Context: an optimization exercise on an open-source flow, tuned for small area, a short achievable clock period and few clock cycles. The choices shown serve that exercise and are no tape-out recipe.
Function was checked by simulation only, so behaviour that the tests miss may differ from the original.

==> flow/design.v (excerpt) <==
module inv16_core (
    input  wire         clk,
    input  wire         rst,           
    input  wire         start,         
    input  wire [15:0]  nsteps,        
    output wire         busy,
    input  wire         hw_we,
    input  wire [4:0]   hw_sel,        
    input  wire [15:0]  hw_data,
    output wire [255:0] regs,          
    output wire [15:0]  pc_o,
    output wire         dir_o,         
    output wire [1:0]   err_o,
    output wire         halted_o,
    output wire         brk_o,         
    output reg          mem_req,
    output reg          mem_we,
    output reg  [15:0]  mem_addr,
    output wire [15:0]  mem_wdata,     
    input  wire         mem_ack,
    input  wire [15:0]  mem_rdata      
);
Size in the first run: about 430 flip-flops, ~370 I/O pins, roughly 0.034 mm^2 of cells after synthesis.
clock: 11.0 ns
lec_check: 0
cap_margin: 30
core_margin: 2
core_utilization: 45
slew_margin: 30
tns_end_percent: 10
standard.sh (not shown) runs the stock make flow with config.mk's settings and CLKGATE_MAP_FILE= SYNTH_SCRIPT=/design/flow/synth_recipe.tcl, a recipe that flattens the netlist after the stock synthesis.
==> flow/flow/run.sh <==
#!/bin/bash
set -euo pipefail
export BUFFER_PORTS_ARGS="-buffer_cell sky130_fd_sc_hd__buf_1"
export SETUP_SLACK_MARGIN=6
bash standard.sh > standard.log 2>&1
The first run passed the timing, DRC and antenna checks.
Testbench counts at the start, summed over its fixed seeds: cycles 120,493.
Change:
--- a/flow/design.v
+++ b/flow/design.v
@@ -25,12 +25,13 @@
     localparam S_EXEC  = 4'd2;    
     localparam S_SRMW  = 4'd3;    
     localparam S_DIV   = 4'd4;    
     localparam S_MUL   = 4'd5;    
     localparam S_SRR   = 4'd6;    
     localparam S_DRAIN = 4'd7;    
+    localparam S_DIVA  = 4'd8;    
     localparam S_UNDO  = 4'd9;    
     localparam S_TWIN  = 4'd10;   
     localparam OP_ADD = 4'h0, OP_SUB = 4'h1, OP_ROR = 4'h2, OP_ROL = 4'h3;
     localparam OP_SHR = 4'h4, OP_SHL = 4'h5, OP_AND = 4'h6, OP_ORA = 4'h7;
     localparam OP_MUL = 4'h8, OP_DIV = 4'h9, OP_CMP = 4'hA, OP_JEQ = 4'hB;
     localparam OP_XRI = 4'hC, OP_SRR = 4'hD, OP_SRM = 4'hE, OP_BRK = 4'hF;
@@ -89,13 +90,13 @@
     wire       div_zero = lt || (oc == 16'd0);         
     reg  [16:0] sh_in;
     reg  [3:0]  sh_amt;
     always @(*) begin
         if (f_div) begin
             sh_in  = {1'b0, ob};
-            sh_amt = ~dn;
+            sh_amt = ~dcnt;
         end else if (f_shl) begin       
             sh_in  = {1'b0, ob};
             sh_amt = sh;
         end else begin                  
             sh_in  = {ob, 1'b0};
             sh_amt = ~sh;
@@ -553,15 +554,14 @@
                         OP_SRM: begin
                             dr    <= mem_rdata;
                             state <= S_SRMW;
                         end
                         OP_DIV: begin
                             if (!div_zero) begin
-                                {dr, dq} <= sh_out[31:0];
-                                dcnt     <= dn;
-                                state    <= S_DIV;
+                                dcnt  <= dn;
+                                state <= S_DIVA;
                             end
                         end
                         OP_MUL: begin
                             dr    <= mul_s;
                             dq    <= mul_c;
                             state <= S_MUL;
@@ -575,12 +575,16 @@
                         last       <= (steps_left == 16'd2);
                         state      <= last ? S_IDLE : S_FETCH;
                     end
                 end
                 S_MUL, S_SRR: ;
                 S_UNDO: state <= S_IDLE;
+                S_DIVA: begin
+                    {dr, dq} <= sh_out[31:0];
+                    state    <= S_DIV;
+                end
                 S_TWIN: if (mem_ack) begin
                     if (!twin_ok) begin
                         err   <= ERR_MISMATCHED;
                         state <= S_UNDO;
                     end
                 end
@@ -623,15 +627,26 @@
             pc_d = (!start && hw_we && hw_sel == 5'd16) ? hw_data : pc;
         else
             pc_d = pc_hold ? pc : pc_adv;
     end
     wire [15:0] pcn_src = rst ? 16'h0000 : (state == S_IDLE) ? pc : pc_adv;
     wire        pcn_dir = !rst && dir;
+    function [15:0] step2(input [15:0] v, input d);
+        reg [14:0] t;
+        integer i;
+        begin
+            t = v[15:1] ^ {15{d}};
+            step2[0] = v[0];
+            step2[1] = ~v[1];
+            for (i = 1; i < 15; i = i + 1)
+                step2[i + 1] = v[i + 1] ^ (&(t | ~((15'd1 << i) - 15'd1)));
+        end
+    endfunction
     always @(posedge clk)
         if (rst || state == S_IDLE || !pc_hold)
-            pc_next <= pcn_dir ? (pcn_src - 16'd2) : (pcn_src + 16'd2);
+            pc_next <= step2(pcn_src, pcn_dir);
     wire [15:0] wd_r = rst ? 16'h0000 : wd;
     integer i;
     always @(posedge clk) begin
         for (i = 0; i < 16; i = i + 1)
             if (rst || (we && wa == i))
                 x[i] <= wd_r;
=> Cell area fell by 6.8%; synthesized area came out lower by 1.3%; via count fell by 6.6%; core utilization drops by 3.5 points; global-route usage falls by 2.6 points; first-iteration DRC count goes down by 2.9%; final cell count fell by 6.0%; setup slack improved by 20 ps; routed wire length shrinks by 7.6%; sequential share of layout area rises by 2.2 points; sequential cell count is unchanged; count of clock-buffer cells in the layout went down by 1.
Testbench counts after the change, summed over its fixed seeds: cycles 122,403.

---

The RTL this note starts from:
==> flow/design.v <==
module inv16_core (
    input  wire         clk,
    input  wire         rst,           
    input  wire         start,         
    input  wire [15:0]  nsteps,        
    output wire         busy,
    input  wire         hw_we,
    input  wire [4:0]   hw_sel,        
    input  wire [15:0]  hw_data,
    output wire [255:0] regs,          
    output wire [15:0]  pc_o,
    output wire         dir_o,         
    output wire [1:0]   err_o,
    output wire         halted_o,
    output wire         brk_o,         
    output reg          mem_req,
    output reg          mem_we,
    output reg  [15:0]  mem_addr,
    output wire [15:0]  mem_wdata,     
    input  wire         mem_ack,
    input  wire [15:0]  mem_rdata      
);
    localparam S_IDLE  = 3'd0;
    localparam S_FETCH = 3'd1;    
    localparam S_EXEC  = 3'd2;    
    localparam S_SRMW  = 3'd3;    
    localparam S_DIV   = 3'd4;    
    localparam S_MUL   = 3'd5;    
    localparam S_SRR   = 3'd6;    
    localparam OP_ADD = 4'h0, OP_SUB = 4'h1, OP_ROR = 4'h2, OP_ROL = 4'h3;
    localparam OP_SHR = 4'h4, OP_SHL = 4'h5, OP_AND = 4'h6, OP_ORA = 4'h7;
    localparam OP_MUL = 4'h8, OP_DIV = 4'h9, OP_CMP = 4'hA, OP_JEQ = 4'hB;
    localparam OP_XRI = 4'hC, OP_SRR = 4'hD, OP_SRM = 4'hE, OP_BRK = 4'hF;
    localparam ERR_NONE = 2'd0, ERR_MISALIGNED = 2'd1;
    localparam ERR_MISMATCHED = 2'd2, ERR_SRR = 2'd3;
    reg [15:0] x [0:15];
    reg [15:0] pc;
    reg        dir;
    reg [1:0]  err;
    reg        halted;
    reg        brk_hit;
    reg [2:0]  state;
    reg [15:0] ir;
    reg [15:0] steps_left;
    reg        last;           
    reg [15:0] dr;
    reg [15:0] dq;
    reg [3:0]  dcnt;           
    genvar gi;
    generate
        for (gi = 0; gi < 16; gi = gi + 1) begin : g_regs
            assign regs[16*gi +: 16] = x[gi];
        end
    endgenerate
    assign busy     = (state != S_IDLE);
    assign pc_o     = pc;
    assign dir_o    = dir;
    assign err_o    = err;
    assign halted_o = halted;
    assign brk_o    = brk_hit;
    wire [7:0] byte1 = ir[15:8];
    wire [3:0] op = ir[7:4];
    wire [3:0] fa = ir[3:0];
    wire [3:0] fb = ir[15:12];
    wire [3:0] fc = ir[11:8];
    wire [15:0] va = x[fa];
    wire [15:0] vb = x[fb];
    wire [15:0] vc = x[fc];
    wire [3:0]  sh = vc[3:0];
    wire [15:0] pc_next = dir ? (pc - 16'd2) : (pc + 16'd2);
    wire        is_sub = (op != OP_ADD);
    wire [16:0] sum    = {1'b0, vb} + {1'b0, vc ^ {16{is_sub}}} + {16'd0, is_sub};
    wire        eq     = (vb == vc);
    wire        lt     = ~sum[16];       
    function [4:0] bitlen(input [15:0] v);
        integer k;
        begin
            bitlen = 5'd0;
            for (k = 0; k < 16; k = k + 1)
                if (v[k]) bitlen = k + 1;
        end
    endfunction
    wire [4:0] lb = bitlen(vb);
    wire [4:0] lc = bitlen(vc);
    wire [4:0] dn = lb - lc;             
    wire       div_zero = (lc == 5'd0) || (lb < lc);    
    reg  [16:0] sh_in;
    reg  [3:0]  sh_amt;
    always @(*) begin
        if (op == OP_DIV) begin
            sh_in  = {1'b0, vb};
            sh_amt = ~dn[3:0];
        end else if (op[0]) begin       
            sh_in  = {1'b0, vb};
            sh_amt = sh;
        end else begin                  
            sh_in  = {vb, 1'b0};
            sh_amt = ~sh;
        end
    end
    wire [31:0] sh_out = {15'd0, sh_in} << sh_amt;
    reg [15:0] alu_f;
    always @(*) begin
        case (op)
            OP_ADD, OP_SUB: alu_f = sum[15:0];
            OP_ROR, OP_SHR: alu_f = sh_out[31:16];
            OP_ROL, OP_SHL: alu_f = sh_out[15:0];
            OP_AND:  alu_f = vb & vc;
            OP_ORA:  alu_f = vb | vc;
            OP_CMP:  alu_f = eq ? 16'h0000 : (lt ? 16'hFFFF : 16'h0001);
            OP_XRI:  alu_f = {8'h00, byte1};
            default: alu_f = 16'h0000;
        endcase
    end
    reg [15:0] srr_a, srr_b;
    always @(*) begin
        case (fc[2:0])
            3'd0: begin srr_a = va;                     srr_b = vb;                     end
            3'd1: begin srr_a = {va[7:0], va[15:8]};    srr_b = vb;                     end
            3'd2: begin srr_a = va;                     srr_b = {vb[7:0], vb[15:8]};    end
            3'd3: begin srr_a = {va[7:0], va[15:8]};    srr_b = {vb[7:0], vb[15:8]};    end
            3'd4: begin srr_a = vb;                     srr_b = va;                     end
            3'd5: begin srr_a = {vb[7:0], vb[15:8]};    srr_b = {va[7:0], va[15:8]};    end
            3'd6: begin srr_a = {vb[7:0], va[7:0]};     srr_b = {vb[15:8], va[15:8]};   end
            default: begin srr_a = {va[15:8], vb[15:8]}; srr_b = {va[7:0], vb[7:0]};    end
        endcase
    end
    wire [16:0] div_trial = {dr, dq[15]} - {1'b0, vc};
    wire        div_bit   = ~div_trial[16];
    wire [15:0] div_q     = {dq[14:0], div_bit};
    wire [15:0] mul_lo = vb * {8'd0, vc[7:0]};
    wire [7:0]  mul_hi = vb[7:0] * vc[15:8];
    wire [15:0] mul_q  = {dr[15:8] + mul_hi, dr[7:0]};
    wire jeq_twin = (op == OP_JEQ) && eq && !va[0];
    assign mem_wdata = va;
    always @(*) begin
        mem_req  = 1'b0;
        mem_we   = 1'b0;
        mem_addr = pc_next;
        case (state)
            S_IDLE:  begin
                mem_req  = start && err == ERR_NONE && !halted && nsteps != 16'd0;
                mem_addr = pc;
            end
            S_FETCH: begin mem_req = 1'b1; mem_addr = pc; end
            S_EXEC:  begin
                mem_req = 1'b1;
                if (op == OP_SRM)  mem_addr = vb;
                else if (jeq_twin) mem_addr = va;
            end
            S_SRMW:  begin mem_req = 1'b1; mem_we = 1'b1; mem_addr = vb; end
            S_DIV:   begin mem_req = (dcnt == 4'd0); end
            S_MUL, S_SRR: begin mem_req = 1'b1; end
            default: ;
        endcase
    end
    task automatic next_step;
        begin
            steps_left <= steps_left - 16'd1;
            last       <= (steps_left == 16'd2);
            if (last)
                state <= S_IDLE;
            else begin
                ir    <= mem_rdata;
                state <= S_EXEC;
            end
        end
    endtask
    always @(posedge clk) begin
        if (rst) begin
            pc         <= 16'h0000;
            dir        <= 1'b0;
            err        <= ERR_NONE;
            halted     <= 1'b0;
            brk_hit    <= 1'b0;
            state      <= S_IDLE;
        end else begin
            case (state)
                S_IDLE: begin
                    if (start) begin
                        brk_hit    <= 1'b0;
                        steps_left <= nsteps;
                        last       <= (nsteps == 16'd1);
                        if (err == ERR_NONE && !halted && nsteps != 16'd0) begin
                            ir    <= mem_rdata;
                            state <= mem_ack ? S_EXEC : S_FETCH;
                        end
                    end else if (hw_we) begin
                        case (hw_sel)
                            5'd16:   pc  <= hw_data;
                            5'd17:   dir <= hw_data[0];
                            5'd18:   err <= hw_data[1:0];
                            default: ;
                        endcase
                    end
                end
                S_FETCH: begin
                    if (mem_ack) begin
                        ir    <= mem_rdata;
                        state <= S_EXEC;
                    end
                end
                S_EXEC: if (mem_ack) begin
                    case (op)
                        OP_BRK: begin
                            brk_hit <= 1'b1;
                            if (fa == 4'hF && fb == 4'hF)
                                halted <= 1'b1;
                            else
                                pc <= pc_next;
                            state <= S_IDLE;
                        end
                        OP_SRR: begin
                            if (fc[3]) begin
                                err   <= ERR_SRR;
                                state <= S_IDLE;
                            end else begin
                                dr    <= srr_b;
                                state <= S_SRR;
                            end
                        end
                        OP_JEQ: begin
                            if (!eq) begin
                                pc <= pc_next;
                                next_step;
                            end else if (va[0]) begin
                                err   <= ERR_MISALIGNED;
                                state <= S_IDLE;
                            end else if (mem_rdata != ir) begin
                                err   <= ERR_MISMATCHED;
                                state <= S_IDLE;
                            end else begin
                                pc         <= va;
                                steps_left <= steps_left - 16'd1;
                                last       <= (steps_left == 16'd2);
                                if (last) state <= S_IDLE;
                            end
                        end
                        OP_SRM: begin
                            dr    <= mem_rdata;
                            state <= S_SRMW;
                        end
                        OP_MUL: begin
                            dr    <= mul_lo;
                            state <= S_MUL;
                        end
                        OP_DIV: begin
                            if (div_zero) begin
                                pc <= pc_next;
                                next_step;
                            end else begin
                                {dr, dq} <= sh_out[31:0];
                                dcnt     <= dn[3:0];
                                state    <= S_DIV;
                            end
                        end
                        default: begin
                            pc <= pc_next;
                            next_step;
                        end
                    endcase
                end
                S_SRMW: begin
                    if (mem_ack) begin
                        pc         <= pc_next;
                        steps_left <= steps_left - 16'd1;
                        last       <= (steps_left == 16'd2);
                        state      <= last ? S_IDLE : S_FETCH;
                    end
                end
                S_MUL, S_SRR: begin
                    if (mem_ack) begin
                        pc <= pc_next;
                        next_step;
                    end
                end
                S_DIV: begin
                    if (dcnt != 4'd0) begin
                        dcnt <= dcnt - 4'd1;
                        dr   <= div_bit ? div_trial[15:0] : {dr[14:0], dq[15]};
                        dq   <= div_q;
                    end else if (mem_ack) begin
                        pc <= pc_next;
                        next_step;
                    end
                end
                default: state <= S_IDLE;
            endcase
        end
    end
    reg        we_a;
    reg [3:0]  wa;
    reg [15:0] wd_a;
    always @(*) begin
        we_a = 1'b0;
        wa   = fa;
        wd_a = va ^ alu_f;
        case (state)
            S_IDLE: begin
                we_a = hw_we && !start && !hw_sel[4];
                wa   = hw_sel[3:0];
                wd_a = hw_data;
            end
            S_EXEC: if (mem_ack) begin
                case (op)
                    OP_DIV, OP_BRK, OP_SRM, OP_MUL: ;
                    OP_SRR: begin
                        we_a = !fc[3];
                        wd_a = srr_a;
                    end
                    OP_JEQ: begin
                        we_a = eq && !va[0] && mem_rdata == ir;
                        wd_a = pc;
                    end
                    default: we_a = 1'b1;
                endcase
            end
            S_SRMW: begin
                we_a = mem_ack;
                wd_a = dr;
            end
            S_DIV: begin
                we_a = (dcnt == 4'd0) && mem_ack;
                wd_a = va ^ div_q;
            end
            S_MUL: begin
                we_a = mem_ack;
                wd_a = va ^ mul_q;
            end
            S_SRR: begin
                we_a = mem_ack;
                wa   = fb;
                wd_a = dr;
            end
            default: ;
        endcase
    end
    wire [15:0] wd = rst ? 16'h0000 : wd_a;
    integer i;
    always @(posedge clk) begin
        for (i = 0; i < 16; i = i + 1)
            if (rst || (we_a && wa == i))
                x[i] <= wd;
    end
endmodule
Settings: LEC_CHECK=0, CAP_MARGIN=20, CORE_MARGIN=2, CORE_UTILIZATION=40, SLEW_MARGIN=20; clock period 11.0 ns.
run.sh (not shown) runs the stock make flow with config.mk's settings and CLKGATE_MAP_FILE= SYNTH_SCRIPT=/design/flow/synth_recipe.tcl, a recipe that flattens the netlist after the stock synthesis.
Stock flow here: none of the scripts above is used.
Testbench counts at the start, summed over its fixed seeds: cycles 118,559.
Then changed:
--- a/flow/design.v
+++ b/flow/design.v
@@ -22,14 +22,12 @@
 );
     localparam S_IDLE  = 3'd0;
     localparam S_FETCH = 3'd1;    
     localparam S_EXEC  = 3'd2;    
     localparam S_SRMW  = 3'd3;    
     localparam S_DIV   = 3'd4;    
-    localparam S_MUL   = 3'd5;    
-    localparam S_SRR   = 3'd6;    
     localparam OP_ADD = 4'h0, OP_SUB = 4'h1, OP_ROR = 4'h2, OP_ROL = 4'h3;
     localparam OP_SHR = 4'h4, OP_SHL = 4'h5, OP_AND = 4'h6, OP_ORA = 4'h7;
     localparam OP_MUL = 4'h8, OP_DIV = 4'h9, OP_CMP = 4'hA, OP_JEQ = 4'hB;
     localparam OP_XRI = 4'hC, OP_SRR = 4'hD, OP_SRM = 4'hE, OP_BRK = 4'hF;
     localparam ERR_NONE = 2'd0, ERR_MISALIGNED = 2'd1;
     localparam ERR_MISMATCHED = 2'd2, ERR_SRR = 2'd3;
@@ -104,12 +102,13 @@
         case (op)
             OP_ADD, OP_SUB: alu_f = sum[15:0];
             OP_ROR, OP_SHR: alu_f = sh_out[31:16];
             OP_ROL, OP_SHL: alu_f = sh_out[15:0];
             OP_AND:  alu_f = vb & vc;
             OP_ORA:  alu_f = vb | vc;
+            OP_MUL:  alu_f = vb * vc;
             OP_CMP:  alu_f = eq ? 16'h0000 : (lt ? 16'hFFFF : 16'h0001);
             OP_XRI:  alu_f = {8'h00, byte1};
             default: alu_f = 16'h0000;
         endcase
     end
     reg [15:0] srr_a, srr_b;
@@ -125,15 +124,12 @@
             default: begin srr_a = {va[15:8], vb[15:8]}; srr_b = {va[7:0], vb[7:0]};    end
         endcase
     end
     wire [16:0] div_trial = {dr, dq[15]} - {1'b0, vc};
     wire        div_bit   = ~div_trial[16];
     wire [15:0] div_q     = {dq[14:0], div_bit};
-    wire [15:0] mul_lo = vb * {8'd0, vc[7:0]};
-    wire [7:0]  mul_hi = vb[7:0] * vc[15:8];
-    wire [15:0] mul_q  = {dr[15:8] + mul_hi, dr[7:0]};
     wire jeq_twin = (op == OP_JEQ) && eq && !va[0];
     assign mem_wdata = va;
     always @(*) begin
         mem_req  = 1'b0;
         mem_we   = 1'b0;
         mem_addr = pc_next;
@@ -147,13 +143,12 @@
                 mem_req = 1'b1;
                 if (op == OP_SRM)  mem_addr = vb;
                 else if (jeq_twin) mem_addr = va;
             end
             S_SRMW:  begin mem_req = 1'b1; mem_we = 1'b1; mem_addr = vb; end
             S_DIV:   begin mem_req = (dcnt == 4'd0); end
-            S_MUL, S_SRR: begin mem_req = 1'b1; end
             default: ;
         endcase
     end
     task automatic next_step;
         begin
             steps_left <= steps_left - 16'd1;
@@ -212,14 +207,14 @@
                         end
                         OP_SRR: begin
                             if (fc[3]) begin
                                 err   <= ERR_SRR;
                                 state <= S_IDLE;
                             end else begin
-                                dr    <= srr_b;
-                                state <= S_SRR;
+                                pc <= pc_next;
+                                next_step;
                             end
                         end
                         OP_JEQ: begin
                             if (!eq) begin
                                 pc <= pc_next;
                                 next_step;
@@ -237,16 +232,12 @@
                             end
                         end
                         OP_SRM: begin
                             dr    <= mem_rdata;
                             state <= S_SRMW;
                         end
-                        OP_MUL: begin
-                            dr    <= mul_lo;
-                            state <= S_MUL;
-                        end
                         OP_DIV: begin
                             if (div_zero) begin
                                 pc <= pc_next;
                                 next_step;
                             end else begin
                                 {dr, dq} <= sh_out[31:0];
@@ -265,18 +256,12 @@
                         pc         <= pc_next;
                         steps_left <= steps_left - 16'd1;
                         last       <= (steps_left == 16'd2);
                         state      <= last ? S_IDLE : S_FETCH;
                     end
                 end
-                S_MUL, S_SRR: begin
-                    if (mem_ack) begin
-                        pc <= pc_next;
-                        next_step;
-                    end
-                end
                 S_DIV: begin
                     if (dcnt != 4'd0) begin
                         dcnt <= dcnt - 4'd1;
                         dr   <= div_bit ? div_trial[15:0] : {dr[14:0], dq[15]};
                         dq   <= div_q;
                     end else if (mem_ack) begin
@@ -285,30 +270,32 @@
                     end
                 end
                 default: state <= S_IDLE;
             endcase
         end
     end
-    reg        we_a;
+    reg        we_a, we_b;
     reg [3:0]  wa;
     reg [15:0] wd_a;
     always @(*) begin
         we_a = 1'b0;
+        we_b = 1'b0;
         wa   = fa;
         wd_a = va ^ alu_f;
         case (state)
             S_IDLE: begin
                 we_a = hw_we && !start && !hw_sel[4];
                 wa   = hw_sel[3:0];
                 wd_a = hw_data;
             end
             S_EXEC: if (mem_ack) begin
                 case (op)
-                    OP_DIV, OP_BRK, OP_SRM, OP_MUL: ;
+                    OP_DIV, OP_BRK, OP_SRM: ;
                     OP_SRR: begin
                         we_a = !fc[3];
+                        we_b = !fc[3];
                         wd_a = srr_a;
                     end
                     OP_JEQ: begin
                         we_a = eq && !va[0] && mem_rdata == ir;
                         wd_a = pc;
                     end
@@ -320,26 +307,21 @@
                 wd_a = dr;
             end
             S_DIV: begin
                 we_a = (dcnt == 4'd0) && mem_ack;
                 wd_a = va ^ div_q;
             end
-            S_MUL: begin
-                we_a = mem_ack;
-                wd_a = va ^ mul_q;
-            end
-            S_SRR: begin
-                we_a = mem_ack;
-                wa   = fb;
-                wd_a = dr;
-            end
             default: ;
         endcase
     end
-    wire [15:0] wd = rst ? 16'h0000 : wd_a;
     integer i;
     always @(posedge clk) begin
-        for (i = 0; i < 16; i = i + 1)
-            if (rst || (we_a && wa == i))
-                x[i] <= wd;
+        for (i = 0; i < 16; i = i + 1) begin
+            if (rst)
+                x[i] <= 16'h0000;
+            else if (we_b && fb == i)
+                x[i] <= srr_b;
+            else if (we_a && wa == i)
+                x[i] <= wd_a;
+        end
     end
 endmodule
- sequential cell count is unchanged
- non-clock buffer count increases by 29
- routed wire length increases by about a fifth
- setup slack improves by 500 ps
- global-route usage increases by 5.9 points
Testbench counts after the change, summed over its fixed seeds: cycles 110,237.

re-timing with driven ports:
Ports are ideal in the flow. The routed layouts listed here were re-timed in OpenROAD. Step 1 sets driving cells, clkbuf_16 on the clock port and buf_2 on the other inputs (assumed; they add their load-dependent delay and slew). Step 2 times the ports against the registers' clock, not the clock port: input delays grow and output delays shrink by t, the midpoint of the rising clock arrivals with the driver on. a / b / c = ideal ports / drivers / drivers and shift; a / b = the first two.
| run | t (ns) | setup slack, ns | worst data-port slew with drivers (ns) |
|---|---|---|---|
| the first run of note 1 | 0.690 | 5.559 / 5.541 / 5.338 | 0.11 |
| the second run of note 1 | 0.691 | 5.579 / 5.523 / 5.523 | 0.11 |
| the first run of note 2 | 0.667 | 0.367 / 0.298 / 0.965 | 0.06 |
| the second run of note 2 | 0.712 | 0.867 / 0.788 / 0.871 | 0.06 |
After both steps every run listed still meets setup and hold. For the first run of note 1, which loses most, drivers alone change the setup slack by -0.018 ns; drivers and shift together by -0.221 ns.
